Background: an optimization exercise with open tools, aiming at small area, a short achievable clock period and few clock cycles. Do not read the settings as production practice. RTL that was checked went through simulation tests only; none was proved equivalent to the original. No functional check of the RTL was part of runs 1 and 2. Power figures rest on the tool's default switching activity, not on a simulated workload.

<file path="design.v">
module tape_core (
    input  wire        clk,
    input  wire        rst,             
    input  wire        ld_tape,         
    input  wire        ld_exp,          
    input  wire        ld_plen,         
    input  wire        ld_elen,         
    input  wire [3:0]  ld_addr,
    input  wire [4:0]  ld_data,
    input  wire        launch,
    input  wire        launch_mode,     
    input  wire [63:0] launch_a,
    input  wire [63:0] launch_b,
    input  wire [63:0] launch_c,
    output reg  [2:0]  status,
    output reg  [1:0]  result,
    output reg  [2:0]  cause,
    output reg  [4:0]  epc,
    output reg  [5:0]  einsn,
    output reg  [15:0] ocnt,
    output reg  [4:0]  ip,
    output reg  [63:0] reg_a,
    output reg  [63:0] reg_b,
    output reg  [63:0] reg_c,
    output reg         emit_valid,
    output reg  [15:0] emit_index,
    output reg  [2:0]  emit_digit
);
    localparam ST_IDLE    = 3'd0;
    localparam ST_RUNNING = 3'd1;
    localparam ST_HALTED  = 3'd2;
    localparam ST_ABORTED = 3'd3;
    localparam ST_FAULTED = 3'd4;
    localparam RES_NONE     = 2'd0;
    localparam RES_SUCCESS  = 2'd1;
    localparam RES_SHORT    = 2'd2;
    localparam RES_MISMATCH = 2'd3;
    localparam CAUSE_RSV_COMBO = 3'd1;
    localparam CAUSE_ODD_LEN   = 3'd2;
    localparam CAUSE_NEG_EXP   = 3'd3;
    reg [2:0] tape [0:15];
    reg [2:0] expd [0:15];
    reg [4:0] plen;
    reg [4:0] elen;
    reg       mode;
    reg       running;
    reg       ph_shift;       
    reg       ph_inc;         
    reg [1:0] dsel;           
    reg [6:0] rem;            
    reg       carry;          
    reg       stk_acc;        
    reg       ph_end;         
    reg       meas;           
    reg [2:0] fr;             
    wire      micro = ph_shift || ph_inc || ph_end;
    wire      micro_wr = ph_shift || (ph_inc && !meas);
    reg [5:0] w0, w1, w2;
    reg       v1, v2;         
    reg [2:0] exp_cur;        
    reg       past_cur;       
    function [5:0] pair;
        input [2:0] i;
        pair = {tape[{i, 1'b0}], tape[{i, 1'b1}]};
    endfunction
    reg [5:0] s0;
    reg       pst;
    wire [2:0] o0 = s0[5:3];
    wire [2:0] r0 = s0[2:0];
    function pstatic;
        input [5:0] a;      
        input [5:0] b;      
        input       v;      
        reg [2:0] oa, ra, ob, rb;
        reg da, db, cb;
        begin
            oa = a[5:3]; ra = a[2:0]; ob = b[5:3]; rb = b[2:0];
            da = (oa == 3'd0) || (oa == 3'd6) || (oa == 3'd7);
            db = (ob == 3'd0) || (ob == 3'd6) || (ob == 3'd7);
            cb = db || (ob == 3'd2) || (ob == 3'd5);
            pstatic = v && (oa != 3'd3) && !(da && db) &&
                      !(oa == 3'd5 && ob == 3'd5) &&
                      !(cb && rb == 3'd7) &&
                      !(db && rb == 3'd5 && oa == 3'd4) &&
                      !(ra[2] && ((ob == 3'd3 && oa == 3'd0) ||
                                  (ob == 3'd5 && ((rb == 3'd4 && oa == 3'd0) ||
                                                  (rb == 3'd5 && oa == 3'd6) ||
                                                  (rb == 3'd6 && oa == 3'd7)))));
        end
    endfunction
    function [5:0] slot0;
        input [17:0] w;
        input        odd;
        slot0 = odd ? {w[14:12], w[11:9]} : w[17:12];
    endfunction
    wire [2:0] o1 = w1[5:3];
    wire [2:0] r1 = w1[2:0];
    wire [2:0] o2 = w2[5:3];
    wire [2:0] r2 = w2[2:0];
    wire combo0 = (o0 == 3'd0) || (o0 == 3'd2) || (o0 == 3'd5) || (o0 == 3'd6) || (o0 == 3'd7);
    wire combo1 = (o1 == 3'd0) || (o1 == 3'd2) || (o1 == 3'd5) || (o1 == 3'd6) || (o1 == 3'd7);
    wire isdiv0 = (o0 == 3'd0) || (o0 == 3'd6) || (o0 == 3'd7);
    wire isdiv1 = (o1 == 3'd0) || (o1 == 3'd6) || (o1 == 3'd7);
    wire emit0  = (o0 == 3'd5);
    wire emit1  = (o1 == 3'd5);
    wire jmp0   = (o0 == 3'd3);
    wire jmp1   = (o1 == 3'd3);
    wire a_neg = reg_a[63];
    wire [2:0] a_lo = reg_a[2:0];
    wire [2:0] b_lo = reg_b[2:0];
    wire [2:0] c_lo = reg_c[2:0];
    reg       s0_sign;
    reg [2:0] lo0;
    always @(*) begin
        case (r0)
            3'd4: begin s0_sign = reg_a[63]; lo0 = a_lo; end
            3'd5: begin s0_sign = reg_b[63]; lo0 = b_lo; end
            3'd6: begin s0_sign = reg_c[63]; lo0 = c_lo; end
            default: begin s0_sign = 1'b0; lo0 = r0; end
        endcase
    end
    wire rsv0   = combo0 && (r0 == 3'd7);
    wire neg0   = isdiv0 && s0_sign;
    wire fault0 = rsv0 || neg0;
    reg s1_sign;
    always @(*) begin
        case (r1)
            3'd4: s1_sign = reg_a[63];
            3'd5: s1_sign = reg_b[63] && (o0 != 3'd2);
            3'd6: s1_sign = reg_c[63];
            default: s1_sign = 1'b0;
        endcase
    end
    wire rsv1  = combo1 && (r1 == 3'd7);
    wire neg1  = isdiv1 && s1_sign;
    wire haz_k = isdiv1 && (r1 == 3'd5) && (o0 == 3'd4);
    wire       div_s1 = !isdiv0;
    wire [2:0] kr     = div_s1 ? r1 : r0;
    wire       big_a  = (reg_a[63:6] != 58'd0);
    wire       big_b  = (reg_b[63:6] != 58'd0) && !(div_s1 && o0 == 3'd2);
    wire       big_c  = (reg_c[63:6] != 58'd0);
    wire [5:0] kb     = !div_s1        ? reg_b[5:0] :
                        (o0 == 3'd1)   ? reg_b[5:0] ^ {3'd0, r0} :
                        (o0 == 3'd2)   ? {3'd0, lo0} : reg_b[5:0];
    reg  [5:0] k;
    reg        big;
    always @(*) begin
        case (kr)
            3'd4: begin k = reg_a[5:0]; big = big_a; end
            3'd5: begin k = kb;         big = big_b; end
            3'd6: begin k = reg_c[5:0]; big = big_c; end
            default: begin k = {3'd0, kr}; big = 1'b0; end
        endcase
    end
    wire       k_short = (k[5:3] == 3'd0);
    wire       fast_k  = big || k_short;         
    reg [63:0] src;
    always @(*) begin
        if (!micro)
            src = reg_a;
        else case (dsel)
            2'd1:    src = reg_b;
            2'd2:    src = reg_c;
            default: src = reg_a;
        endcase
    end
    reg  [2:0]  t1;
    integer     ti;
    always @(*) begin
        t1 = 3'd7;
        for (ti = 6; ti >= 0; ti = ti - 1)
            if (!src[ti]) t1 = ti[2:0];
    end
    wire [2:0]  rem7   = (rem[6:3] != 4'd0) ? 3'd7 : rem[2:0];
    wire [2:0]  t1p    = (t1 == 3'd7) ? 3'd7 : t1 + 3'd1;
    wire [2:0]  f_meas = carry ? ((t1p < rem7) ? t1p : rem7) : rem7;
    wire [2:0]  f      = ph_inc ? fr : micro ? rem7 :
                         (k_short ? k[2:0] : 3'd7);
    wire [6:0]  lmask  = ~(7'h7f << f);
    wire        addc   = ph_inc && !meas && carry;
    wire [63:0] srcm   = {src[63:7], src[6:0] ^ (lmask & {7{addc}})};
    wire        fill   = src[63];
    wire [63:0] sh1    = f[0] ? {(ph_inc ? srcm[0]  : fill),      srcm[63:1]} : srcm;
    wire [63:0] sh2    = f[1] ? {(ph_inc ? sh1[1:0] : {2{fill}}), sh1[63:2]} : sh1;
    wire [63:0] sh     = f[2] ? {(ph_inc ? sh2[3:0] : {4{fill}}), sh2[63:4]} : sh2;
    wire        stk    = src[63] && ((src[6:0] & lmask) != 7'd0);
    wire [63:0] dres   = (big && !micro) ? 64'd0 : sh;
    wire        nz_a   = (reg_a != 64'd0);
    wire [1:0]  lsh    = isdiv0 ? r0[1:0] : r1[1:0];
    wire [5:0]  a_lsh  = reg_a[5:0] >> lsh;
    wire [2:0]  d_lo   = a_lsh[2:0];
    wire        nz_q   = (reg_a[63:6] != 58'd0) || (a_lsh != 6'd0);
    wire sm_a = (reg_a[63:3] == 61'd0);
    wire sm_b = (reg_b[63:3] == 61'd0);
    wire sm_c = (reg_c[63:3] == 61'd0);
    reg  small_k;
    always @(*) begin
        case (kr)
            3'd4: small_k = sm_a;
            3'd5: small_k = sm_b || (div_s1 && o0 == 3'd2);
            3'd6: small_k = sm_c;
            default: small_k = 1'b1;
        endcase
    end
    wire div_any = isdiv0 || isdiv1;
    wire lit0    = !r0[2];
    wire d_emit1 = emit1 && ((r1 == 3'd4 && o0 == 3'd0) || (r1 == 3'd5 && o0 == 3'd6) ||
                             (r1 == 3'd6 && o0 == 3'd7));
    wire d_jmp1  = jmp1 && (o0 == 3'd0);
    wire pair_ok =
        pst && !neg1 &&
        !(div_any && !(small_k && !a_neg));
    wire [2:0] exp_d    = exp_cur;
    wire       past_end = past_cur;
    wire       abort0   = emit0 && mode && (past_end || (exp_d != lo0));
    wire       issue1   = pair_ok && !fault0 && !abort0;
    reg       hB, hC, hD;                    
    reg       lA, lB, lC, lD; reg [2:0] lL;  
    reg       dA, dB, dC, dD; reg [2:0] dL;  
    reg       wrA, wrB, wrC;
    always @(*) begin
        hB = 1'b1; hC = 1'b0; hD = 1'b0;
        lA = 1'b0; lB = 1'b1; lC = 1'b0; lD = 1'b0; lL = 3'd0;
        dA = 1'b0; dB = 1'b0; dC = 1'b0; dD = 1'b0; dL = 3'd0;
        wrA = 1'b0; wrB = 1'b0; wrC = 1'b0;
        if (micro) begin
            case (dsel)
                2'd1: begin
                    wrB = 1'b1;
                    hB = 1'b0; hD = 1'b1; lB = 1'b0; lD = 1'b1;
                end
                2'd2: wrC = 1'b1;
                default: wrA = 1'b1;
            endcase
        end else begin
            case (o0)
                3'd0: wrA = 1'b1;
                3'd1: begin wrB = 1'b1; lL = r0; end
                3'd2: begin
                    wrB = 1'b1;
                    hB = 1'b0; lB = 1'b0;
                    case (r0)
                        3'd4: lA = 1'b1;
                        3'd5: lB = 1'b1;
                        3'd6: lC = 1'b1;
                        default: lL = r0;
                    endcase
                end
                3'd4: begin wrB = 1'b1; hC = 1'b1; lC = 1'b1; end
                3'd5: begin
                    case (r0)
                        3'd4: dA = 1'b1;
                        3'd5: dB = 1'b1;
                        3'd6: dC = 1'b1;
                        default: dL = r0;
                    endcase
                end
                3'd6: begin
                    wrB = 1'b1;
                    hB = 1'b0; hD = 1'b1; lB = 1'b0; lD = 1'b1;
                end
                3'd7: wrC = 1'b1;
                default: ;
            endcase
            if (pair_ok) begin
                case (o1)
                    3'd0: wrA = 1'b1;
                    3'd1: begin wrB = 1'b1; lL = lL ^ r1; end
                    3'd2: begin
                        wrB = 1'b1;
                        hB = 1'b0; hC = 1'b0; hD = 1'b0;
                        case (r1)
                            3'd4: begin
                                lB = 1'b0; lC = 1'b0; lL = 3'd0;
                                if (o0 == 3'd0) begin lA = 1'b0; lD = 1'b1; end
                                else begin lA = 1'b1; lD = 1'b0; end
                            end
                            3'd5: ;  
                            3'd6: begin
                                lA = 1'b0; lB = 1'b0; lL = 3'd0;
                                if (o0 == 3'd7) begin lC = 1'b0; lD = 1'b1; end
                                else begin lC = 1'b1; lD = 1'b0; end
                            end
                            default: begin
                                lA = 1'b0; lB = 1'b0; lC = 1'b0; lD = 1'b0; lL = r1;
                            end
                        endcase
                    end
                    3'd4: begin
                        wrB = 1'b1;
                        if (o0 == 3'd7) begin hD = !hD; lD = !lD; end
                        else begin hC = !hC; lC = !lC; end
                    end
                    3'd5: begin
                        case (r1)
                            3'd4: if (o0 == 3'd0) dD = 1'b1; else dA = 1'b1;
                            3'd5: begin dA = lA; dB = lB; dC = lC; dD = lD; dL = lL; end
                            3'd6: if (o0 == 3'd7) dD = 1'b1; else dC = 1'b1;
                            default: dL = r1;
                        endcase
                    end
                    3'd6: begin
                        wrB = 1'b1;
                        hB = 1'b0; hC = 1'b0; hD = 1'b1;
                        lA = 1'b0; lB = 1'b0; lC = 1'b0; lD = 1'b1; lL = 3'd0;
                    end
                    3'd7: wrC = 1'b1;
                    default: ;
                endcase
            end
        end
    end
    wire [63:0] b_new;
    assign b_new[63:3] = ({61{hD}} & dres[63:3]) ^ ({61{hB}} & reg_b[63:3]) ^
                         ({61{hC}} & reg_c[63:3]);
    assign b_new[2:0]  = ({3{lD}} & dres[2:0]) ^ ({3{lB}} & b_lo) ^
                         ({3{lC}} & c_lo) ^ ({3{lA}} & a_lo) ^ lL;
    wire [2:0]  edig   = ({3{dD}} & d_lo) ^ ({3{dB}} & b_lo) ^
                         ({3{dC}} & c_lo) ^ ({3{dA}} & a_lo) ^ dL;
    wire emitted = !micro && (emit0 || (issue1 && emit1));
    wire [15:0] ocnt_p1 = ocnt + 16'd1;
    wire abort1  = issue1 && emit1 && mode && (past_end || (exp_d != edig));
    wire [15:0] ocnt_n = emitted ? ocnt_p1 : ocnt;
    wire        eq0    = (ocnt == {11'd0, elen});
    wire        eq1    = (ocnt_p1 == {11'd0, elen});
    wire [1:0]  res_h  = !mode ? RES_NONE : (emitted ? eq1 : eq0) ? RES_SUCCESS : RES_SHORT;
    wire nz_after = ((o0 == 3'd0) || (o1 == 3'd0)) ? nz_q : nz_a;
    wire issue2   = issue1 && v2 && (o2 == 3'd3) && !jmp1 &&
                    !(o0 == 3'd0 && !lit0) && !(o1 == 3'd0 && r1[2]);
    wire [4:0] ip2 = ip + 5'd2;
    wire [4:0] ip4 = ip + 5'd4;
    wire [4:0] ip6 = ip + 5'd6;
    wire h_ip2 = ({1'b0, ip} + 6'd3) >= {1'b0, plen};
    wire h_ip4 = ({1'b0, ip} + 6'd5) >= {1'b0, plen};
    wire h_ip6 = ({1'b0, ip} + 6'd7) >= {1'b0, plen};
    reg [7:0] ht, vt1, vt2;
    integer t;
    always @(*) begin
        for (t = 0; t < 8; t = t + 1) begin
            ht[t]  = (t + 1 >= plen);
            vt1[t] = (t % 2 == 0) && (t + 3 < plen);
            vt2[t] = (t % 2 == 0) && (t + 5 < plen);
        end
    end
    wire h_r0  = ht[r0];
    wire h_r1  = ht[r1];
    wire h_r2  = ht[r2];
    function [1:0] vv;
        input [4:0] p;
        begin
            vv[0] = !p[0] && ({1'b0, p} + 6'd3 < {1'b0, plen});
            vv[1] = !p[0] && ({1'b0, p} + 6'd5 < {1'b0, plen});
        end
    endfunction
    wire [1:0] v_ip2 = vv(ip2), v_ip4 = vv(ip4), v_ip6 = vv(ip6);
    wire [1:0] v_r0 = {vt2[r0], vt1[r0]};
    wire [1:0] v_r1 = {vt2[r1], vt1[r1]};
    wire [1:0] v_r2 = {vt2[r2], vt1[r2]};
    wire [2:0]  qq   = ip[3:1];
    wire [5:0]  p3   = pair(qq + 3'd3);
    wire [5:0]  p4   = pair(qq + 3'd4);
    wire [5:0]  p5   = pair(qq + 3'd5);
    wire [2:0]  jt   = jmp0 ? r0 : jmp1 ? r1 : r2;
    wire [1:0]  jq   = jt[2:1];
    wire [17:0] w_jt = {pair({1'b0, jq}), pair({1'b0, jq} + 3'd1), pair({1'b0, jq} + 3'd2)};
    wire [17:0] w_a1 = {w1, w2, p3};
    wire [17:0] w_a2 = {w2, p3, p4};
    wire [17:0] w_a3 = {p3, p4, p5};
    wire [1:0]  v_jt   = jmp0 ? v_r0 : jmp1 ? v_r1 : v_r2;
    wire [5:0]  s0_a1  = slot0(w_a1, ip[0]);
    wire [5:0]  s0_a2  = slot0(w_a2, ip[0]);
    wire [5:0]  s0_a3  = slot0(w_a3, ip[0]);
    wire [5:0]  s0_jt  = slot0(w_jt, jt[0]);
    wire        ps_a1  = pstatic(s0_a1, w_a1[11:6], v_ip2[0]);
    wire        ps_a2  = pstatic(s0_a2, w_a2[11:6], v_ip4[0]);
    wire        ps_a3  = pstatic(s0_a3, w_a3[11:6], v_ip6[0]);
    wire        ps_jt  = pstatic(s0_jt, w_jt[11:6], v_jt[0]);
    reg  [4:0]  nip;
    reg         halt_next;
    reg  [1:0]  v_next;
    reg  [1:0]  nsel;      
    always @(*) begin
        if (jmp0) begin
            nip = nz_a ? {2'b00, r0} : ip2;       halt_next = nz_a ? h_r0 : h_ip2;
            nsel = nz_a ? 2'd3 : 2'd0;
        end else if (!issue1) begin
            nip = ip2;                            halt_next = h_ip2;
            nsel = 2'd0;
        end else if (jmp1) begin
            nip = nz_after ? {2'b00, r1} : ip4;   halt_next = nz_after ? h_r1 : h_ip4;
            nsel = nz_after ? 2'd3 : 2'd1;
        end else if (issue2) begin
            nip = nz_after ? {2'b00, r2} : ip6;   halt_next = nz_after ? h_r2 : h_ip6;
            nsel = nz_after ? 2'd3 : 2'd2;
        end else begin
            nip = ip4;                            halt_next = h_ip4;
            nsel = 2'd1;
        end
    end
    reg  [17:0] w_next;
    reg  [5:0]  s0_next;
    reg         ps_next;
    always @(*) begin
        case (nsel)
            2'd0: begin w_next = w_a1; s0_next = s0_a1; ps_next = ps_a1; v_next = v_ip2; end
            2'd1: begin w_next = w_a2; s0_next = s0_a2; ps_next = ps_a2; v_next = v_ip4; end
            2'd2: begin w_next = w_a3; s0_next = s0_a3; ps_next = ps_a3; v_next = v_ip6; end
            default: begin w_next = w_jt; s0_next = s0_jt; ps_next = ps_jt; v_next = v_jt; end
        endcase
    end
    wire halt_ip   = ({1'b0, ip} + 6'd1) >= {1'b0, plen};
    wire go_micro = isdiv0 && !(small_k && !a_neg);
    wire [6:0] rem_n   = rem - {4'd0, f};
    wire       stk_n   = stk_acc || stk;
    always @(posedge clk) begin
        if (!running) begin
            if (ld_tape) tape[ld_addr] <= ld_data[2:0];
            if (ld_exp)  expd[ld_addr] <= ld_data[2:0];
        end
    end
    always @(posedge clk) begin
        if (rst) begin
            status     <= ST_IDLE;
            running    <= 1'b0;
            ph_shift   <= 1'b0;
            ph_inc     <= 1'b0;
            ph_end     <= 1'b0;
            result     <= RES_NONE;
            cause      <= 3'd0;
            epc        <= 5'd0;
            einsn      <= 6'd0;
            ocnt       <= 16'd0;
            ip         <= 5'd0;
            reg_a      <= 64'd0;
            reg_b      <= 64'd0;
            reg_c      <= 64'd0;
            plen       <= 5'd0;
            elen       <= 5'd0;
            mode       <= 1'b0;
            emit_valid <= 1'b0;
            emit_index <= 16'd0;
            emit_digit <= 3'd0;
        end else begin
            emit_valid <= 1'b0;
            if (!running) begin
                if (ld_plen) plen <= ld_data;
                if (ld_elen) elen <= ld_data;
                if (launch) begin
                    reg_a  <= launch_a;
                    reg_b  <= launch_b;
                    reg_c  <= launch_c;
                    mode   <= launch_mode;
                    ip     <= 5'd0;
                    ocnt   <= 16'd0;
                    einsn  <= 6'd0;
                    if (plen[0]) begin
                        status  <= ST_FAULTED;
                        result  <= RES_NONE;
                        cause   <= CAUSE_ODD_LEN;
                        epc     <= plen - 5'd1;
                    end else if (plen == 5'd0) begin
                        status  <= ST_HALTED;
                        result  <= !launch_mode ? RES_NONE :
                                   (elen == 5'd0) ? RES_SUCCESS : RES_SHORT;
                        cause   <= 3'd0;
                        epc     <= 5'd0;
                    end else begin
                        status  <= ST_RUNNING;
                        running <= 1'b1;
                        result  <= RES_NONE;
                        cause   <= 3'd0;
                        epc     <= 5'd0;
                    end
                end
            end else if (micro) begin
                if (wrA && micro_wr) reg_a <= dres;
                if (wrB && micro_wr) reg_b <= b_new;
                if (wrC && micro_wr) reg_c <= dres;
                if (ph_shift) begin
                    rem     <= rem_n;
                    stk_acc <= stk_n;
                    if (rem[6:3] == 4'd0) begin
                        ph_shift <= 1'b0;
                        if (stk_n) begin
                            ph_inc <= 1'b1;
                            meas   <= 1'b1;
                            rem    <= 7'd64;
                            carry  <= 1'b1;
                        end else
                            ph_end <= 1'b1;
                    end
                end else if (ph_inc) begin
                    if (meas) begin
                        fr   <= f_meas;
                        meas <= 1'b0;
                    end else begin
                        rem   <= rem_n;
                        carry <= carry && (fr <= t1);
                        meas  <= 1'b1;
                        if ({4'd0, fr} == rem) begin
                            ph_inc <= 1'b0;
                            ph_end <= 1'b1;
                        end
                    end
                end else begin
                    ph_end <= 1'b0;
                    if (halt_ip) begin
                        status  <= ST_HALTED;
                        running <= 1'b0;
                        result  <= !mode ? RES_NONE : eq0 ? RES_SUCCESS : RES_SHORT;
                    end
                end
            end else if (fault0) begin
                status  <= ST_FAULTED;
                running <= 1'b0;
                cause   <= rsv0 ? CAUSE_RSV_COMBO : CAUSE_NEG_EXP;
                epc     <= ip;
                einsn   <= {o0, r0};
            end else begin
                if (wrA && !abort0) reg_a <= dres;
                if (wrB && !abort0) reg_b <= b_new;
                if (wrC && !abort0) reg_c <= dres;
                ocnt <= ocnt_n;
                if (emitted) begin
                    emit_valid <= 1'b1;
                    emit_index <= ocnt;
                    emit_digit <= edig;
                end
                dsel    <= (o0 == 3'd0) ? 2'd0 : (o0 == 3'd6) ? 2'd1 : 2'd2;
                rem     <= (big || k_short) ? 7'd0 : {1'b0, k} - 7'd7;
                carry   <= 1'b1;
                stk_acc <= stk && !big;
                if (abort0 || abort1) begin
                    status  <= ST_ABORTED;
                    running <= 1'b0;
                    result  <= RES_MISMATCH;
                    ip      <= abort0 ? ip2 : ip4;
                end else begin
                    ip <= nip;
                    if (go_micro)
                        ph_shift <= 1'b1;
                    else if (halt_next) begin
                        status  <= ST_HALTED;
                        running <= 1'b0;
                        result  <= res_h;
                    end
                end
            end
        end
    end
    always @(posedge clk) begin
        if (!running) begin
            {w0, w1, w2} <= {pair(3'd0), pair(3'd1), pair(3'd2)};
            s0  <= pair(3'd0);
            pst <= pstatic(pair(3'd0), pair(3'd1), plen > 5'd3);
            v1 <= (plen > 5'd3);
            v2 <= (plen > 5'd5);
            exp_cur  <= expd[4'd0];
            past_cur <= (elen == 5'd0);
        end else if (!micro) begin
            {w0, w1, w2} <= w_next;
            s0  <= s0_next;
            pst <= ps_next;
            v1 <= v_next[0];
            v2 <= v_next[1];
            if (emitted) begin
                exp_cur  <= expd[ocnt_p1[3:0]];
                past_cur <= (ocnt_p1 >= {11'd0, elen});
            end
        end
    end
endmodule
</file>
<file path="run.sh">
#!/bin/bash
# synth_recipe.tcl (not shown) runs the flow's synth.tcl, then flattens the netlist and writes it again
# the make line also repeats each setting of config.mk as NAME=value (left out here)
make -C /OpenROAD-flow-scripts/flow DESIGN_CONFIG=/design/flow/config.mk WORK_HOME=/design/flow/orfs CLKGATE_MAP_FILE= SYNTH_SCRIPT=/design/flow/synth_recipe.tcl finish
</file>
<file path="constraint.sdc">
create_clock -name core_clock -period 9.0 [get_ports {clk}]
set_input_delay 1.8000 -clock core_clock [delete_from_list [all_inputs] [get_ports {clk}]]
set_output_delay 1.8000 -clock core_clock [all_outputs]
set_load 0.01 [all_outputs]
</file>
<file path="config.mk">
export PLATFORM = sky130hd
export DESIGN_NAME = tape_core
export DESIGN_NICKNAME = tape_core
export VERILOG_FILES = /design/flow/design.v
export SDC_FILE = /design/flow/constraint.sdc
export NUM_CORES = 4
export LEC_CHECK = 0
export CAP_MARGIN = 20
export CORE_MARGIN = 2
export CORE_UTILIZATION = 40
export SETUP_SLACK_MARGIN = 4.5
export SLEW_MARGIN = 20
</file>
==> results of run 1 <==
## synthesized netlist by cell type (11+ instances only)
cell / n / area share, %
mux4_2: 54 / 4.0
mux2i_1: 298 / 9.8
nand4_1: 23 / 0.47
a21o_1: 27 / 0.67
a221oi_1: 23 / 0.66
and3_1: 17 / 0.35
xnor2_1: 123 / 3.5
clkbuf_1: 229 / 2.8
nor4_1: 59 / 1.2
a21oi_1: 280 / 4.6
inv_1: 66 / 0.82
a221o_1: 62 / 2.0
dfxtp_1: 266 / 18
nor2_1: 386 / 4.8
buf_1: 42 / 0.52
buf_2: 24 / 0.40
nor3_1: 52 / 0.86
nor2b_1: 34 / 0.70
o211ai_1: 13 / 0.32
mux2_2: 54 / 2.0
ha_1: 68 / 2.8
a211oi_1: 202 / 5.0
nand2_1: 493 / 6.1
and2_1: 14 / 0.29
nand3_1: 62 / 1.0
nand2b_1: 30 / 0.62
o21a_1: 15 / 0.37
o21ai_0: 177 / 2.9
edfxtp_1: 135 / 13
o31ai_1: 11 / 0.27
or3_1: 12 / 0.25
a31oi_1: 27 / 0.56
a22oi_1: 20 / 0.49
o22ai_1: 23 / 0.47
xor2_1: 70 / 2.0
## cell type report
class	instances	share of cell area [%]
flip-flops and latches	401	22.8
well taps	978	2.97
inverters	76	0.765
clock inverters	35	1.01
diodes	7	0.0425
clock buffers	59	3.14
repair buffers	641	16.5
multi-input cells	2899	52.8
## repair_timing
| item | CTS | global route |
|---|---|---|
| pin swaps | 79 | 191 |
| gates resized for setup | 169 | 330 |
| cloned | 14 | 8 |
| buffers inserted | 61 | 49 |
| endpoints found under the setup margin | 252 | 245 |
## worst max-delay path by stage
stage,slack (ns),cells after the start,end
finish,4.01,15,ip[4]$_SDFFE_PP0P_
global route,4.00,20,pst$_DFFE_PN_
CTS,4.12,15,ip[4]$_SDFFE_PP0P_
detailed placement,2.65,20,pst$_DFFE_PN_
global placement,2.67,20,pst$_DFFE_PN_
floorplan,4.43,20,pst$_DFFE_PN_
## metal layers
| layer | vias to the layer above | track usage [%] | share of wire, % |
|---|---|---|---|
| met3 | 434 | 5.93 | 10 |
| met2 | 2103 | 53.2 | 44 |
| met4 | 8 | 14.9 | 5.6 |
| met1 | 15800 | 47.4 | 41 |
| met5 | - | 0 | 0.038 |
| li1 | 14300 | - | - |
## cells by family after synthesis
group | Yosys count
other | 1
adder cells (fa/ha/maj) | 69
XOR/XNOR | 197
buffers and inverters | 376
multiplexers | 407
AO/OA/AOI/OAI | 998
AND/OR/NAND/NOR | 1223
flip-flops | 401
## sequential cells by signal, summed over array words and instances (netlist names), 2 cells and up
| register | count |
|---|---|
| cause | 2 |
| dsel | 2 |
| einsn | 6 |
| elen | 5 |
| emit_digit | 3 |
| emit_index | 16 |
| epc | 5 |
| exp_cur | 3 |
| expd | 48 |
| fr | 3 |
| ip | 5 |
| ocnt | 16 |
| plen | 5 |
| reg_a | 64 |
| reg_b | 64 |
| reg_c | 64 |
| rem | 7 |
| result | 2 |
| s0 | 6 |
| status | 3 |
| tape | 48 |
| w1 | 6 |
| w2 | 6 |
## where the power goes
group          switching [uW]  internal, uW
clock network             906          1240
logic                    3290          2400
registers                 416          2090
total                    4610          5720
## critical path, stage by stage (launching register included)
cell and delay, ns:
dfxtp_1 0.39, nor4_2 0.39, nand4_1 0.26, or4_4 0.61
or4b_4 0.55, nand2_4 0.10, o211ai_4 0.16, a21boi_4 0.21
mux2i_1 0.23, xor2_1 0.29, xnor3_2 0.44, o41ai_4 0.37
buf_4 0.22, nor2_4 0.07, mux2_4 0.31, a22o_1 0.22
## metrics by stage
stage | cells | area (sq um) | total power (uW) | utilization [%]
2_1_floorplan | 3672 | 30500 | 5340 | -
3_3_place_gp | 4862 | 35600 | 6940 | 47.2
3_5_place_dp | 4863 | 35700 | 6960 | 47.2
4_1_cts | 5032 | 39000 | 9590 | 51.6
5_1_grt | 5095 | 41200 | 10700 | 54.5
6_report | 5096 | 41200 | 10300 | 54.5
==> notes.md, run 1 <==
Reg2Reg Depth - 15
CTS tree - yes
Place WS - 2.65 ns
r2r startpoint - reg_b[18]$_SDFFE_PP0P_
Yosys reg bits - 401
final setup violation count - 0
HP Start - emit_index[15]$_SDFFE_PP0P_
Cell Pwr Density - 251 mW/mm^2
GRT overflow - 0
total of max-cap violations - 0
Min-Delay Endpoint - emit_index[15]$_SDFFE_PP0P_
DR vias/cell - 6.41
Top FF cell, synth - dfxtp_1
clock latency on the worst-skew pair - 0.63 ns
global-route wire length before repair - 205,000 microns
Max-slew headroom - 13.6%
commonest non-fill, non-tap cell in the layout - clkdlybuf4s50_1
Worst Setup SP - reg_b[18]$_SDFFE_PP0P_
Setup WS post-layout - 4.01 ns
core area - 0.0756 sq mm
EDFF count, synth - 135
net count reported at finish - 4,347
Final Hold Viols - 0
Inserted Clock Buffers - 50
RSZ-0062 raised after global routing - true
RR Endpoint - ip[4]$_SDFFE_PP0P_
initial core utilization - 40.2%
Worst Skew - 0.0464 ns
Reg2Reg Setup Slack - 4.01 ns
CP Launch Type - flop
die height - 279 microns
FMAX - 200 MHz
Post-DRT Antenna Nets - 0
Fin Hold WS - 0.455 ns
antenna violations before repair - 10
hold_buf cts - 0
maximum root-to-sink buffer count - 3
Async SR Flop Fraction - 0%
Worst Tran Pin Value - 1.30 ns
post-synthesis sequential area ratio - 30.9%
CTS sink cnt - 401
clock slew at reported path FFs - 0.06 ns
synthesized cell area - 0.0304 sq mm
Tightest Hold Check Type - reg -> reg
Final Cycle Share - 55.5%
Post-Synth XOR/XNOR Area - 5.85%
First-pass DRT Iterations - 9
mux share of post-synthesis cell area - 15.9%
Synth Area in Simple Gates - 17.7%
fraction of layout cells with a size suffix above 1 - 17.1%
crit path time final - 4.99 ns
largest net degree at the start of global routing - 187
Row Count - 101
die width - 279 microns
crit path kind - reg -> reg
worst hold stages - 2
Pleak - 0.0152 uW
Post-Synth Adder-Cell Area - 2.87%
Final Slew Violations - 0
layout overhead on the synthesized area - 35.7%
post-DP HPWL - 97,000 microns
DRC - 0
# H-tree levels - 2
die area - 0.0781 sq mm
Fill cells - 6,878
Max VDD drop - 0.000168 V
# IOs - 461
most frequent cells in the layout - 458 x clkdlybuf4s50_1, 427 x nand2_1, 373 x nor2_1
largest fanout on the critical path - 7
Compound-Gate Fraction of Synth Area - 21.9%
average size of a mapped cell - 8.27 sq um
global-route usage over all layers - 34.5%
largest family of logic cells by synthesized area - compound AO/OA/AOI/OAI gates
FF/Latch Area - 0.00940 sq mm
average routed wire per standard cell - 28.2 microns
Cell variety after synth - 96
1st-iter DRT viols - 4,238
IO Port Bufs - 459
setup TNS - 0 ns
Yosys Warn Count - 1
arrival time of the worst setup path - 5.47 ns
Crit. End Element - flop
gpl congestion - 0.978
via count - 32,700
Mapped Cells - 3,672
area of the multi-input gates - 0.0217 sq mm
syn_nets - 3,950
CP Data Required Time - 9.48 ns
outcome - finished clean
CTS root buf - clkbuf_16
final WL - 144,000 microns
vias in the first global route - 29,700
==> inputs of run 2 (changes only) <==
--- a/config.mk
+++ b/config.mk
@@ -8,5 +8,5 @@
 export CAP_MARGIN = 20
 export CORE_MARGIN = 2
 export CORE_UTILIZATION = 40
-export SETUP_SLACK_MARGIN = 4.5
+export SETUP_SLACK_MARGIN = 3.5
 export SLEW_MARGIN = 20
==> run 2 against run 1 <==
Compared with the run above:
- critical endpoint is now ip[2]$_SDFFE_PP0P_
- sequential share of layout area rose by 2.1 points
- final cell count is 2.2% lower
- cell area is 8.6% lower
- first-iteration DRC count shrank 13%
- largest cell class unchanged
- die area stayed put
- combinational power shrank 18%
- sequential power hardly changed
- synthesized cell count did not move
- via count down 4.3%
- setup slack worse by 0.52 ns
- clock power decreased by 3%
==> notes.md, run 2 <==
Net Switching - 4100 uW
commonest non-fill, non-tap cell in the layout - nand2_1
arrival time of the worst setup path - 6.05 ns
CP Launch Type - flop
Mapped Cells - 3,672
die area - 0.0781 sq mm
Placed Cells - 4,869
Crit. End Element - flop
average routed wire per standard cell - 27.2 microns
Max-slew headroom - 21.5%
hold_buf cts - 0
die height - 279 microns
logic gate share of total power - 50.7%
Max VDD drop - 0.000149 V
Fill cells - 7,242
CTS tree - yes
global-route wire length before repair - 198,000 microns
Worst Tran Pin Value - 1.18 ns
most instantiated cells after synthesis - 493 x nand2_1, 386 x nor2_1, 298 x mux2i_1
global-route usage over all layers - 33.1%
IO Port Bufs - 459
layout overhead on the synthesized area - 24.0%
Worst Skew - 0.0355 ns
leading area contributor after synthesis - dfxtp_1
Area contributors post-synth - dfxtp_1 18%, edfxtp_1 13%, mux2i_1 9.8%
Async SR Flop Fraction - 0%
crit path time final - 5.51 ns
Tightest Hold Check Type - reg -> reg
Synth top area share - 17.5%
final setup violation count - 0
# H-tree levels - 2
vias in the first global route - 28,800
setup TNS - 0 ns
largest family of logic cells by synthesized area - compound AO/OA/AOI/OAI gates
Cell variety after synth - 96
total of max-cap violations - 0
mux share of post-synthesis cell area - 15.9%
Pleak - 0.0134 uW
largest fanout on the critical path - 21
clock latency on the worst-skew pair - 0.62 ns
Cell Pwr Density - 246 mW/mm^2
Synth Area in Simple Gates - 17.7%
largest net degree at the start of global routing - 95
average size of a mapped cell - 8.27 sq um
RSZ-0062 raised after global routing - true
DR vias/cell - 6.28
initial core utilization - 40.2%
clock slew at reported path FFs - 0.07 ns
Inserted Clock Buffers - 49
core area - 0.0756 sq mm
Reg power frac - 26.7%
Yosys reg bits - 401
CTS sink cnt - 401
Place WS - 2.74 ns
1st-iter DRT viols - 3,694
die width - 279 microns
Final Hold Viols - 0
Post-DRT Antenna Nets - 0
Clock power frac - 22.6%
Yosys Warn Count - 1
Final Cycle Share - 61.3%
GRT overflow - 0
Setup WS post-layout - 3.49 ns
post-synthesis sequential area ratio - 30.9%
final WL - 135,000 microns
EDFF count, synth - 135
# IOs - 461
FF/Latch Area - 0.00938 sq mm
Final Slew Violations - 0
synthesized cell area - 0.0304 sq mm
Layout Cells excl Fill - 4,984
Pint - 5140 uW
First-pass DRT Iterations - 6
count leader, synth - nand2_1
total power draw - 9240 uW
DRC - 0
Post-Synth XOR/XNOR Area - 5.85%
Util after Layout - 49.8%
sw frac - 44.3%
Top FF cell, synth - dfxtp_1
area of the multi-input gates - 0.0198 sq mm
Post-Synth Adder-Cell Area - 2.87%
crit path kind - reg -> reg
Row Count - 101
via count - 31,300
FMAX - 181 MHz
Compound-Gate Fraction of Synth Area - 21.9%
net count reported at finish - 4,238
syn_nets - 3,950
maximum root-to-sink buffer count - 3
CTS root buf - clkbuf_16
post-DP HPWL - 97,400 microns
fraction of layout cells with a size suffix above 1 - 8.48%
top flop regs - reg_a: 64 flops, reg_b: 64 flops, reg_c: 64 flops
most frequent cells in the layout - 491 x nand2_1, 458 x clkdlybuf4s50_1, 383 x nor2_1
gpl congestion - 0.959
CP Data Required Time - 9.54 ns
antenna violations before repair - 11
outcome - finished clean
[run 2: layout make-up]
| type | instances | area share, % |
|---|---|---|
| Antenna cell | 6 | 0.0399 |
| Timing Repair Buffer | 535 | 13.9 |
| Clock buffer | 69 | 3.71 |
| Sequential cell | 401 | 24.9 |
| Multi-Input combinational cell | 2897 | 52.7 |
| Clock inverter | 22 | 0.688 |
| Tap cell | 978 | 3.25 |
| Inverter | 76 | 0.794 |
[run 2: kinds of logic (layout without fill, tap and decap cells)]
group | after synthesis | after routing
buffers and inverters | 376 | 702
other | 1 | 7
adders and majority gates | 69 | 69
AOI/OAI and AO/OA | 998 | 998
xor gates and xnor gates | 197 | 197
DFF | 401 | 401
muxes | 407 | 407
and+or+nand+nor | 1223 | 1225
[run 2: worst max-delay path, stage by stage, from the launching register on]
cell     delay, ns
dfxtp_1       0.36
nor4_1        0.89
nand3_1       0.23
nor4_2        0.61
nand3_1       0.21
a31oi_1       0.26
nor3_2        0.10
buf_4         0.21
o32ai_1       0.49
xnor2_1       0.27
xnor3_1       0.45
o41ai_4       0.38
buf_4         0.22
nor2_2        0.09
or4b_1        0.57
nand3_1       0.08
[run 2: repair_timing]
action                                  in CTS  in global routing
endpoints found under the setup margin     217                191
gates cloned                                 1                  1
gates resized for setup                     17                 22
pin swaps                                    2                  4
buffers inserted                             4                 12
[run 2: final timing paths]
path,startpoint,to,slack (ns),depth (start not counted)
setup / recovery,reg_c[48]$_SDFFE_PP0P_,ip[2]$_SDFFE_PP0P_,3.49,15
hold / removal,emit_index[8]$_SDFFE_PP0P_,emit_index[8]$_SDFFE_PP0P_,0.46,2
setup reg to reg,reg_c[48]$_SDFFE_PP0P_,ip[2]$_SDFFE_PP0P_,3.49,15
hold reg to reg,emit_index[8]$_SDFFE_PP0P_,emit_index[8]$_SDFFE_PP0P_,0.46,2
[run 2: metal layers]
metal  global-route usage, %  wire length (microns)  vias up
met5                       0                     46        -
met2                    51.0                  59800     1762
met4                    14.0                   6430        8
met1                    45.1                  56300    15000
met3                    6.58                  12800      334
li1                        -                      -    14100
[run 2: per-stage QoR]
step                      instance area (sq um)  hold slack (ns)
after CTS                                 37400            0.457
after global placement                    35600            0.441
after global routing                      37600            0.480
after detailed placement                  35600            0.447
final                                     37600            0.457
after floorplan                           30400            0.481
[run 2: power by group through the flow]
stage / combinational [uW] / clock, uW / sequential [uW]
global route: 4970 / 2180 / 2490
finish: 4680 / 2090 / 2470
floorplan: 2940 / 0 / 2380
detailed placement: 4470 / 0 / 2490
global placement: 4460 / 0 / 2480
CTS: 4520 / 2110 / 2450
==> inputs of run 3 (changes only) <==
--- a/design.v
+++ b/design.v
@@ -23,7 +23,7 @@
     output reg  [63:0] reg_b,
     output reg  [63:0] reg_c,
     output reg         emit_valid,
-    output reg  [15:0] emit_index,
+    output wire [15:0] emit_index,
     output reg  [2:0]  emit_digit
 );
     localparam ST_IDLE    = 3'd0;
@@ -190,9 +190,7 @@
     wire [5:0]  a_lsh  = reg_a[5:0] >> lsh;
     wire [2:0]  d_lo   = a_lsh[2:0];
     wire        nz_q   = (reg_a[63:6] != 58'd0) || (a_lsh != 6'd0);
-    wire sm_a = (reg_a[63:3] == 61'd0);
-    wire sm_b = (reg_b[63:3] == 61'd0);
-    wire sm_c = (reg_c[63:3] == 61'd0);
+    reg  sm_a, sm_b, sm_c;
     reg  small_k;
     always @(*) begin
         case (kr)
@@ -317,6 +315,7 @@
                          ({3{lC}} & c_lo) ^ ({3{lA}} & a_lo) ^ lL;
     wire [2:0]  edig   = ({3{dD}} & d_lo) ^ ({3{dB}} & b_lo) ^
                          ({3{dC}} & c_lo) ^ ({3{dA}} & a_lo) ^ dL;
+    assign emit_index = ocnt - {15'd0, emit_valid};
     wire emitted = !micro && (emit0 || (issue1 && emit1));
     wire [15:0] ocnt_p1 = ocnt + 16'd1;
     wire abort1  = issue1 && emit1 && mode && (past_end || (exp_d != edig));
@@ -432,13 +431,15 @@
             ocnt       <= 16'd0;
             ip         <= 5'd0;
             reg_a      <= 64'd0;
+            sm_a       <= 1'b1;
+            sm_b       <= 1'b1;
+            sm_c       <= 1'b1;
             reg_b      <= 64'd0;
             reg_c      <= 64'd0;
             plen       <= 5'd0;
             elen       <= 5'd0;
             mode       <= 1'b0;
             emit_valid <= 1'b0;
-            emit_index <= 16'd0;
             emit_digit <= 3'd0;
         end else begin
             emit_valid <= 1'b0;
@@ -447,6 +448,9 @@
                 if (ld_elen) elen <= ld_data;
                 if (launch) begin
                     reg_a  <= launch_a;
+                    sm_a   <= (launch_a[63:3] == 61'd0);
+                    sm_b   <= (launch_b[63:3] == 61'd0);
+                    sm_c   <= (launch_c[63:3] == 61'd0);
                     reg_b  <= launch_b;
                     reg_c  <= launch_c;
                     mode   <= launch_mode;
@@ -474,6 +478,8 @@
                 end
             end else if (micro) begin
                 if (wrA && micro_wr) reg_a <= dres;
+                if (wrB && micro_wr) sm_b <= 1'b0;
+                if (wrC && micro_wr) sm_c <= 1'b0;
                 if (wrB && micro_wr) reg_b <= b_new;
                 if (wrC && micro_wr) reg_c <= dres;
                 if (ph_shift) begin
@@ -518,12 +524,13 @@
                 einsn   <= {o0, r0};
             end else begin
                 if (wrA && !abort0) reg_a <= dres;
+                if (wrB && !abort0) sm_b <= (!hB || sm_b) && (!hC || sm_c) && (!hD || sm_a);
+                if (wrC && !abort0) sm_c <= sm_a;
                 if (wrB && !abort0) reg_b <= b_new;
                 if (wrC && !abort0) reg_c <= dres;
                 ocnt <= ocnt_n;
                 if (emitted) begin
                     emit_valid <= 1'b1;
-                    emit_index <= ocnt;
                     emit_digit <= edig;
                 end
                 dsel    <= (o0 == 3'd0) ? 2'd0 : (o0 == 3'd6) ? 2'd1 : 2'd2;
--- a/config.mk
+++ b/config.mk
@@ -8,5 +8,5 @@
 export CAP_MARGIN = 20
 export CORE_MARGIN = 2
 export CORE_UTILIZATION = 40
-export SETUP_SLACK_MARGIN = 3.5
+export SETUP_SLACK_MARGIN = 4.5
 export SLEW_MARGIN = 20
==> run 3 against run 2 <==
Compared with the run above:
- still clean on timing, DRC and antenna
- non-clock buffer count up 98
- power down 2.4%
- sequential cell count down 13
- highest routed layer unchanged
==> notes.md, run 3 <==
Final Cycle Share - 50.5%
Placed Cells - 5,210
global-route usage over all layers - 37.3%
initial core utilization - 40.3%
worst setup path end - reg_b[63]$_SDFFE_PP0P_
Area after DPL - 0.0369 sq mm
GRT overflow - 0
RSZ-0062 raised after global routing - true
die width - 286 microns
Pint - 4950 uW
Yosys reg bits - 388
vias in the first global route - 32,500
CP Launch Type - flop
Inserted Clock Buffers - 47
1st-iter DRT viols - 5,616
commonest non-fill, non-tap cell in the layout - clkdlybuf4s50_1
IO Port Bufs - 459
Cell variety after synth - 115
Async SR Flop Fraction - 0%
Pleak - 0.0140 uW
area of the multi-input gates - 0.0219 sq mm
gpl congestion - 1.04
most instantiated cells after synthesis - 376 x nor3_1, 349 x o21ai_0, 343 x nand2_1
Synth top area share - 16.0%
leading area contributor after synthesis - dfxtp_1
layout overhead on the synthesized area - 28.2%
die area - 0.0816 sq mm
outcome - finished clean
average size of a mapped cell - 7.99 sq um
crit path kind - reg -> reg
crit path time final - 4.55 ns
Max-slew headroom - 19.2%
antenna violations before repair - 13
count leader, synth - nor3_1
FMAX - 220 MHz
total of max-cap violations - 0
die height - 286 microns
Final Hold Viols - 0
Top FF cell, synth - dfxtp_1
clock latency on the worst-skew pair - 0.61 ns
CTS tree - yes
setup TNS - 0 ns
Row Count - 103
CP Data Required Time - 9.52 ns
Worst Setup SP - s0[5]$_DFFE_PN_
Cell Pwr Density - 222 mW/mm^2
Layout Cells excl Fill - 5,408
arrival time of the worst setup path - 5.07 ns
clock slew at reported path FFs - 0.07 ns
largest net degree at the start of global routing - 102
Post-DRT Antenna Nets - 0
largest fanout on the critical path - 63
average routed wire per standard cell - 29.8 microns
Reg2Reg Depth - 16
Tightest Hold Check Type - reg -> reg
Area contributors post-synth - dfxtp_1 16%, edfxtp_1 13%, nor3_1 5.9%
most frequent cells in the layout - 450 x clkdlybuf4s50_1, 353 x nor3_1, 341 x o21ai_0
top flop regs - reg_a: 64 flops, reg_b: 64 flops, reg_c: 64 flops
CTS root buf - clkbuf_16
Reg2Reg Setup Slack - 4.45 ns
# IOs - 461
fraction of layout cells with a size suffix above 1 - 14.1%
worst hold stages - 2
First-pass DRT Iterations - 9
via count - 36,100
Fin Hold WS - 0.473 ns
Worst Skew - 0.0248 ns
RR Endpoint - reg_b[63]$_SDFFE_PP0P_
Finished Cell Area - 0.0407 sq mm
Reg power frac - 26.6%
Final Slew Violations - 0
DRC - 0
global-route wire length before repair - 230,000 microns
EDFF count, synth - 135
final setup violation count - 0
syn_nets - 4,250
Mapped Cells - 3,970
Max VDD drop - 0.000160 V
final WL - 161,000 microns
Yosys Warn Count - 1
Crit. End Element - flop
maximum root-to-sink buffer count - 3
core area - 0.0787 sq mm
Clock power frac - 21.8%
Worst Tran Pin Value - 1.20 ns
Fill cells - 7,419
post-synthesis sequential area ratio - 28.7%
# H-tree levels - 2
CTS sink cnt - 388
sw frac - 45.1%
FF/Latch Area - 0.00914 sq mm
hold_buf cts - 0
DR vias/cell - 6.67
net count reported at finish - 4,597
logic gate share of total power - 51.6%
Net Switching - 4070 uW
r2r startpoint - s0[5]$_DFFE_PN_
post-DP HPWL - 113,000 microns
synthesized cell area - 0.0317 sq mm
-- run 3: cell count changes in the layout (fill, tap and decap cells not counted), moves of 93 or more --
cell	before	now
mux2i_1	296	53
o21ai_0	175	341
a31oi_1	25	118
a211oi_1	201	16
nand2b_1	29	138
nand2_1	491	336
nor3_1	49	353
-- run 3: kinds of logic (layout without fill, tap and decap cells) --
kind of cell,after synthesis,in the layout,share of synthesized area [%]
flops,388,388,28.7
compound gates,1168,1170,24.8
buf+inv,430,809,5.77
xor+xnor,213,213,6.08
mux,172,172,8.11
simple gates,1527,1528,23.7
other cells,1,7,0.0118
fa+ha+maj,71,71,2.82
-- run 3: final cells by class --
type	instances	share of cell area, %
multi-input combinational	3155	53.8
sequential	388	22.5
timing repair buffer	633	15.7
clock buffer	71	3.34
tap	1050	3.23
inverter	91	1.03
clock inverter	13	0.418
antenna	6	0.0369
timing repair inverter	1	0.0215
-- run 3: through the flow --
stage | util, % | total power [uW] | worst slack (ns)
2_1_floorplan | - | 4880 | 4.50
3_3_place_gp | 46.9 | 6290 | 3.02
3_5_place_dp | 46.9 | 6290 | 2.99
4_1_cts | 50.4 | 8590 | 4.36
5_1_grt | 51.7 | 9330 | 4.41
6_report | 51.7 | 9020 | 4.45
-- run 3: how the worst min path moves through the flow --
stage	start	end	slack [ns]
after floorplan	sm_b$_SDFFE_PP1P_	sm_b$_SDFFE_PP1P_	0.45
after global placement	einsn[3]$_SDFFE_PP0P_	einsn[3]$_SDFFE_PP0P_	0.46
after detailed placement	einsn[1]$_SDFFE_PP0P_	einsn[1]$_SDFFE_PP0P_	0.46
after CTS	einsn[1]$_SDFFE_PP0P_	einsn[1]$_SDFFE_PP0P_	0.47
after global routing	einsn[1]$_SDFFE_PP0P_	einsn[1]$_SDFFE_PP0P_	0.50
final	einsn[1]$_SDFFE_PP0P_	einsn[1]$_SDFFE_PP0P_	0.47
-- run 3: what timing repair did --
action	in CTS	in global routing
gates resized for setup	134	130
gates cloned	10	4
buffers inserted	53	41
pin swaps	16	34
setup endpoints to repair	250	195
-- run 3: power groups by stage --
| stage | Sequential, uW | Combinational (uW) | Clock (uW) |
|---|---|---|---|
| 2_1_floorplan | 2270 | 2620 | 0 |
| 3_3_place_gp | 2410 | 3880 | 0 |
| 3_5_place_dp | 2410 | 3880 | 0 |
| 4_1_cts | 2360 | 4260 | 1980 |
| 5_1_grt | 2400 | 4890 | 2040 |
| 6_report | 2400 | 4650 | 1970 |
-- run 3: routing by layer --
layer | track usage [%] | up-vias | share of wire, %
met2 | 53.8 | 2716 | 41
met3 | 10.9 | 513 | 13
li1 | - | 15600 | -
met1 | 51.1 | 17200 | 39
met4 | 17.6 | 14 | 6.0
met5 | 0 | - | 0.059
-- run 3: worst max-delay path, cell delays in order (launching register included) --
cell and delay, ns:
edfxtp_1 0.51, buf_4 0.19, nand2_2 0.24, a21oi_4 0.14, buf_4 0.16, o211a_4 0.28, a21oi_4 0.19, a21oi_4 0.12
or2_4 0.31, o21ai_0 0.44, o21ai_0 0.45, a21oi_4 0.30, buf_12 0.36, nor2_1 0.07, nor3_1 0.40, o21ai_0 0.16
o21ai_0 0.11
Testbench counts of run 3, summed over its fixed seeds: cycles 30,018.
==> inputs of run 4 (changes only) <==
--- a/config.mk
+++ b/config.mk
@@ -8,5 +8,5 @@
 export CAP_MARGIN = 20
 export CORE_MARGIN = 2
 export CORE_UTILIZATION = 40
-export SETUP_SLACK_MARGIN = 4.5
+export SETUP_SLACK_MARGIN = 4
 export SLEW_MARGIN = 20
==> run 4 against run 3 <==
Compared with the run above:
- synthesized cell count stayed put
- power decreased by 4.7%
- still clean
- sequential share of layout area rose by 0.98 points
==> notes.md, run 4 <==
synthesized cell area - 0.0317 sq mm
vias in the first global route - 32,200
Fill cells - 7,657
core area - 0.0787 sq mm
worst hold stages - 2
Inserted Clock Buffers - 48
r2r startpoint - s0[4]$_DFFE_PN_
Clock power frac - 23.9%
clock latency on the worst-skew pair - 0.62 ns
Reg power frac - 27.5%
Reg2Reg Setup Slack - 4.02 ns
CTS sink cnt - 388
layout overhead on the synthesized area - 22.7%
logic gate share of total power - 48.6%
First-pass DRT Iterations - 8
setup TNS - 0 ns
FMAX - 201 MHz
largest fanout on the critical path - 15
most instantiated cells after synthesis - 376 x nor3_1, 349 x o21ai_0, 343 x nand2_1
CP Launch Type - flop
Post-DRT Antenna Nets - 0
sw frac - 45.1%
top flop regs - reg_a: 64 flops, reg_b: 64 flops, reg_c: 64 flops
fraction of layout cells with a size suffix above 1 - 10.7%
HP Start - epc[0]$_SDFFE_PP0P_
maximum root-to-sink buffer count - 3
largest net degree at the start of global routing - 158
Synth top area share - 16.0%
count leader, synth - nor3_1
global-route usage over all layers - 36.1%
Pint - 4720 uW
Final Slew Violations - 0
Crit. End Element - flop
initial core utilization - 40.3%
arrival time of the worst setup path - 5.34 ns
Final Hold Viols - 0
CP Data Required Time - 9.36 ns
CTS tree - yes
GRT overflow - 0
CP cell instances - buf_4, nor3_4, nor3_2, o211a_2, a21oi_2, a21oi_2, or2_4, nor3b_4, nand2_2, nor2_1, nor2_2, ha_4, inv_2, nor3_1, and3_1, o21ai_0, a211o_1, a31oi_1, or4_1, a32o_1
Util after Layout - 49.5%
post-synthesis sequential area ratio - 28.7%
commonest non-fill, non-tap cell in the layout - clkdlybuf4s50_1
Reg2Reg Depth - 20
Top FF cell, synth - dfxtp_1
Final Cycle Share - 55.3%
Max stage delay on crit path - 0.53 ns
average size of a mapped cell - 7.99 sq um
post-DP HPWL - 113,000 microns
total of max-cap violations - 0
die width - 286 microns
CP most frequent cell - a21oi_2
DR vias/cell - 6.59
RR Endpoint - pst$_DFFE_PN_
RSZ-0062 raised after global routing - true
Pleak - 0.0132 uW
syn_nets - 4,250
DRC - 0
leading area contributor after synthesis - dfxtp_1
outcome - finished clean
most frequent cells in the layout - 458 x clkdlybuf4s50_1, 371 x nor3_1, 347 x o21ai_0
Max-slew headroom - 16.4%
CP Buf/Inv Count - 2
average routed wire per standard cell - 28.9 microns
Worst Skew - 0.0306 ns
die height - 286 microns
Area contributors post-synth - dfxtp_1 16%, edfxtp_1 13%, nor3_1 5.9%
die area - 0.0816 sq mm
CTS root buf - clkbuf_16
Yosys reg bits - 388
crit path kind - reg -> reg
Cell Pwr Density - 221 mW/mm^2
Net Switching - 3870 uW
crit path time final - 4.98 ns
global-route wire length before repair - 223,000 microns
# H-tree levels - 2
gpl congestion - 1.03
clock slew at reported path FFs - 0.06 ns
Cell variety after synth - 115
# IOs - 461
IO Port Bufs - 459
Mapped Cells - 3,970
via count - 35,000
Row Count - 103
antenna violations before repair - 11
Async SR Flop Fraction - 0%
final setup violation count - 0
CP max-delay cell - edfxtp_1
EDFF count, synth - 135
Tightest Hold Check Type - reg -> reg
final WL - 154,000 microns
net count reported at finish - 4,506
Min-Delay Endpoint - epc[0]$_SDFFE_PP0P_
Worst Tran Pin Value - 1.24 ns
Max VDD drop - 0.000288 V
family with the most delay on the worst path - simple AND/OR/NAND/NOR gates
1st-iter DRT viols - 5,071
Yosys Warn Count - 1
[run 4: changes by cell type in the layout (fill, tap and decap cells not counted), moves of 7 or more]
cell and delta:
buf_12 -12, buf_4 -58, buf_6 -8, clkdlybuf4s50_1 +8, clkinv_2 +7, nor3_1 +18
nor3_2 -16, nor4_4 -7
[run 4: layout make-up]
type	instances	area, sq um	area share, %
Multi-Input combinational cell	3152	21200	54.4
Timing Repair Buffer	545	5320	13.6
Tap cell	1050	1310	3.37
Inverter	91	367	0.941
Clock inverter	21	246	0.633
Sequential cell	388	9130	23.4
Clock buffer	64	1370	3.50
Antenna cell	7	17.5	0.0450
[run 4: timing repair]
item / CTS / global route
setup buffers: 15 / 7
pin swaps: 0 / 4
endpoints found under the setup margin: 235 / 185
resized for setup: 33 / 46
hold buffers: 0 / 0
[run 4: worst max-delay path by stage]
stage	cells after the start	startpoint	endpoint	slack (ns)
2_1_floorplan	17	ip[2]$_SDFFE_PP0P_	pst$_DFFE_PN_	4.04
3_3_place_gp	18	s0[4]$_DFFE_PN_	pst$_DFFE_PN_	3.00
3_5_place_dp	18	s0[4]$_DFFE_PN_	pst$_DFFE_PN_	2.87
4_1_cts	19	s0[4]$_DFFE_PN_	pst$_DFFE_PN_	3.90
5_1_grt	17	s0[4]$_DFFE_PN_	pst$_DFFE_PN_	3.84
6_report	20	s0[4]$_DFFE_PN_	pst$_DFFE_PN_	4.02
[run 4: cells by family (layout without fill, tap and decap cells)]
family          Yosys count  count (layout)  synth area share, %
mux                     172             172                 8.11
buf+inv                 430             721                 5.77
other cells               1               8               0.0118
fa+ha+maj                71              71                 2.82
simple gates           1527            1527                 23.7
compound gates         1168            1168                 24.8
xor+xnor                213             213                 6.08
flops                   388             388                 28.7
[run 4: worst register-to-register path, cell delays in order (launching register included)]
cell and delay, ns:
edfxtp_1 0.53, buf_4 0.21, nor3_4 0.29, nor3_2 0.14
o211a_2 0.32, a21oi_2 0.24, a21oi_2 0.16, or2_4 0.36
nor3b_4 0.32, nand2_2 0.17, nor2_1 0.17, nor2_2 0.09
ha_4 0.26, inv_2 0.17, nor3_1 0.07, and3_1 0.21
o21ai_0 0.07, a211o_1 0.13, a31oi_1 0.04, or4_1 0.52
a32o_1 0.27
[run 4: routing by layer]
metal | part of all wire, % | global-route usage, % | up-vias
li1 | - | - | 15400
met1 | 41 | 50.0 | 16800
met2 | 42 | 52.3 | 2355
met3 | 11 | 8.70 | 404
met4 | 5.8 | 17.9 | 8
met5 | 0.033 | 0 | -
[run 4: power groups by stage]
stage | Sequential, uW | Combinational (uW) | Clock, uW
finish | 2360 | 4180 | 2060
global placement | 2390 | 3940 | 0
global route | 2370 | 4440 | 2130
floorplan | 2270 | 2610 | 0
CTS | 2340 | 3990 | 2070
detailed placement | 2390 | 3920 | 0
[run 4: metrics by stage]
stage	std cells	worst slack (ns)	total power (uW)	hold WS [ns]	cell area, sq um
after global routing	5317	3.84	8940	0.486	38900
after global placement	5203	3.00	6330	0.461	36800
final	5318	4.02	8600	0.467	39000
after floorplan	3970	4.04	4870	0.447	31700
after detailed placement	5203	2.87	6310	0.462	36800
after CTS	5303	3.90	8400	0.472	38700
==> inputs of run 5 (changes only) <==
==> flow/run.sh (new file) <==
#!/bin/bash
# The standard layout, with plain buffers (buf_1) on the ports in place of
# the delay buffers buffer_ports picks by default. Every tool's output goes
# to a log in this folder (and ORFS's own logs under orfs/logs).
set -euo pipefail
bash standard.sh "BUFFER_PORTS_ARGS=-buffer_cell sky130_fd_sc_hd__buf_1" finish > standard_flow.log 2>&1
==> standard.sh (new file) <==
#!/bin/bash
# synth_recipe.tcl (not shown) runs the flow's synth.tcl, then flattens the netlist and writes it again
# the make line also repeats each setting of config.mk as NAME=value (left out here)
make -C /OpenROAD-flow-scripts/flow DESIGN_CONFIG=/design/flow/config.mk WORK_HOME=/design/flow/orfs CLKGATE_MAP_FILE= SYNTH_SCRIPT=/design/flow/synth_recipe.tcl "${@:-finish}"
--- a/config.mk
+++ b/config.mk
@@ -8,5 +8,5 @@
 export CAP_MARGIN = 20
 export CORE_MARGIN = 2
 export CORE_UTILIZATION = 40
-export SETUP_SLACK_MARGIN = 4
+export SETUP_SLACK_MARGIN = 4.5
 export SLEW_MARGIN = 20
removed: run.sh
==> run 5 against run 4 <==
Compared with the run above:
- combinational power is 12% higher
- setup slack better by 0.34 ns
- final cell count is 2.6% higher
- cell area is 0.62% lower
- critical path type unchanged
==> notes.md, run 5 <==
largest fanout on the critical path - 8
initial core utilization - 40.3%
Synth top area share - 16.0%
setup TNS - 0 ns
commonest non-fill, non-tap cell in the layout - buf_1
clock latency on the worst-skew pair - 0.64 ns
Net Switching - 4230 uW
Async SR Flop Fraction - 0%
layout overhead on the synthesized area - 22.0%
Area after DPL - 0.0340 sq mm
Fill cells - 7,752
CP Data Required Time - 9.45 ns
CTS tree - yes
Clock power frac - 23.9%
Area contributors post-synth - dfxtp_1 16%, edfxtp_1 13%, nor3_1 5.9%
Yosys Warn Count - 1
most frequent cells in the layout - 455 x buf_1, 340 x o21ai_0, 340 x nor3_1
Top FF cell, synth - dfxtp_1
EDFF count, synth - 135
GRT overflow - 0
logic gate share of total power - 50.7%
syn_nets - 4,250
maximum root-to-sink buffer count - 3
CP Launch Type - flop
Max stage delay on crit path - 0.53 ns
Reg power frac - 25.5%
# H-tree levels - 2
DR vias/cell - 6.66
outcome - finished clean
synthesized cell area - 0.0317 sq mm
vias in the first global route - 32,000
final WL - 157,000 microns
global-route usage over all layers - 35.7%
IO Port Bufs - 459
FMAX - 216 MHz
die area - 0.0816 sq mm
Max VDD drop - 0.000163 V
sw frac - 45.8%
leading area contributor after synthesis - dfxtp_1
Max-slew headroom - 26.5%
Worst Tran Pin Value - 1.10 ns
arrival time of the worst setup path - 5.08 ns
Crit. End Element - flop
Final Hold Viols - 0
Cell variety after synth - 115
CP cell instances - buf_6, nor3_4, buf_6, o21ai_4, and2_4, buf_12, buf_6, nor4_4, buf_4, nand4_1, a31oi_2, nor2_4, a21oi_4, buf_6, buf_12, clkbuf_16, and2_4, a32oi_2, mux2i_1, a21oi_1
1st-iter DRT viols - 5,560
total of max-cap violations - 0
die height - 286 microns
First-pass DRT Iterations - 14
Finished Cell Area - 0.0387 sq mm
Tightest Hold Check Type - reg -> reg
Final Cycle Share - 51.5%
largest net degree at the start of global routing - 117
crit path kind - reg -> reg
# IOs - 461
Worst Skew - 0.0600 ns
post-DP HPWL - 109,000 microns
Final Slew Violations - 0
CP most frequent cell - buf_6
Fin Hold WS - 0.459 ns
most instantiated cells after synthesis - 376 x nor3_1, 349 x o21ai_0, 343 x nand2_1
Pint - 5010 uW
CTS root buf - clkbuf_16
CTS sink cnt - 388
gpl congestion - 1.03
Post-DRT Antenna Nets - 0
count leader, synth - nor3_1
Yosys reg bits - 388
Mapped Cells - 3,970
Layout Cells excl Fill - 5,456
via count - 36,400
hold_buf cts - 0
crit path time final - 4.64 ns
post-synthesis sequential area ratio - 28.7%
die width - 286 microns
fraction of layout cells with a size suffix above 1 - 16.6%
DRC - 0
Cell Pwr Density - 239 mW/mm^2
average size of a mapped cell - 7.99 sq um
global-route wire length before repair - 222,000 microns
CP max-delay cell - edfxtp_1
core area - 0.0787 sq mm
Inserted Clock Buffers - 47
clock slew at reported path FFs - 0.07 ns
net count reported at finish - 4,639
final setup violation count - 0
Row Count - 103
RSZ-0062 raised after global routing - true
average routed wire per standard cell - 28.8 microns
antenna violations before repair - 19
Placed Cells - 5,211
Pleak - 0.0131 uW
top flop regs - reg_a: 64 flops, reg_b: 64 flops, reg_c: 64 flops
[run 5: worst paths after layout]
kind / startpoint / to / slack (ns) / cells past startpoint
worst min-delay path: einsn[2]$_SDFFE_PP0P_ / einsn[2]$_SDFFE_PP0P_ / 0.46 / 2
worst min register to register: einsn[2]$_SDFFE_PP0P_ / einsn[2]$_SDFFE_PP0P_ / 0.46 / 2
worst max register to register: s0[5]$_DFFE_PN_ / reg_b[62]$_SDFFE_PP0P_ / 4.36 / 20
worst max-delay path: s0[5]$_DFFE_PN_ / reg_b[62]$_SDFFE_PP0P_ / 4.36 / 20
[run 5: per-layer routing]
| layer | GRT usage [%] | part of all wire (%) | vias up |
|---|---|---|---|
| li1 | - | - | 15700 |
| met1 | 48.8 | 39 | 17100 |
| met2 | 50.7 | 41 | 2872 |
| met3 | 11.7 | 15 | 628 |
| met4 | 16.3 | 6.1 | 22 |
| met5 | 0 | 0.097 | - |
[run 5: cells by family after synthesis]
logic type / after synthesis / synth area share [%]
AND/OR/NAND/NOR: 1527 / 23.7
adder cells (fa/ha/maj): 71 / 2.82
buffers and inverters: 430 / 5.77
AO/OA/AOI/OAI: 1168 / 24.8
other: 1 / 0.0118
multiplexers: 172 / 8.11
XOR/XNOR: 213 / 6.08
flip-flops: 388 / 28.7
[run 5: stage by stage]
step / worst slack (ns) / power (uW) / util (%)
finish: 4.36 / 9240 / 49.2
global route: 4.34 / 9530 / 49.1
CTS: 4.34 / 8560 / 46.9
detailed placement: 3.02 / 6020 / 43.2
global placement: 3.07 / 6020 / 43.2
floorplan: 4.50 / 4880 / -
[run 5: power groups by stage]
stage	Combinational [uW]	Sequential (uW)	Clock, uW
floorplan	2620	2270	0
global placement	3650	2370	0
detailed placement	3650	2380	0
CTS	4020	2330	2210
global route	4900	2360	2280
finish	4680	2350	2210
[run 5: repair_timing]
item	CTS	global route
pin swaps	18	99
gates resized for setup	130	206
endpoints found under the setup margin	249	229
hold endpoints to repair	0	0
setup buffers	53	78
cloned	7	11
[run 5: worst max-delay path: cells and delay by family, from the launching register on]
family	cells	cell delay, ns
simple gates	6	1.57
buf+inv	8	1.27
mux	1	0.22
flops	1	0.53
compound gates	5	0.86
[run 5: area by class of cell]
cell class | count | area (sq um) | area share [%]
inverters | 91 | 403 | 1.04
repair inverters | 4 | 27.5 | 0.0711
clock inverters | 30 | 437 | 1.13
diodes | 9 | 22.5 | 0.0582
multi-input cells | 3153 | 22100 | 57.2
well taps | 1050 | 1310 | 3.39
flip-flops and latches | 388 | 9130 | 23.6
clock buffers | 57 | 1310 | 3.38
repair buffers | 674 | 3930 | 10.1

separate check: timing with driven ports:
The flow's constraints put no driver on any port. The routed layouts listed below were extracted and timed again, unchanged, in two steps. Step 1 assumes that a clkbuf_16 drives the clock port and a buf_2 every other input. Step 2 times the ports against the registers' clock, not the clock port: input delays grow and output delays shrink by t, the midpoint of the rising clock arrivals with the driver on. Three values: no drivers, after step 1, after step 2; two values: the first two.
run	shift t [ns]	setup slack, ns	clock arrival spread, ns
run 1	0.679	4.007 / 4.007 / 4.007	0.047 / 0.046
run 2	0.669	3.487 / 3.487 / 3.487	0.036 / 0.035
run 3	0.673	4.454 / 4.454 / 3.966	0.025 / 0.025
run 4	0.675	4.024 / 4.024 / 3.804	0.031 / 0.031
run 5	0.678	4.362 / 4.362 / 4.157	0.060 / 0.060
After both steps setup and hold are still met in every run listed. The setup slack of run 3, which loses most, moves by 0.000 ns with the drivers and by -0.488 ns with both steps.
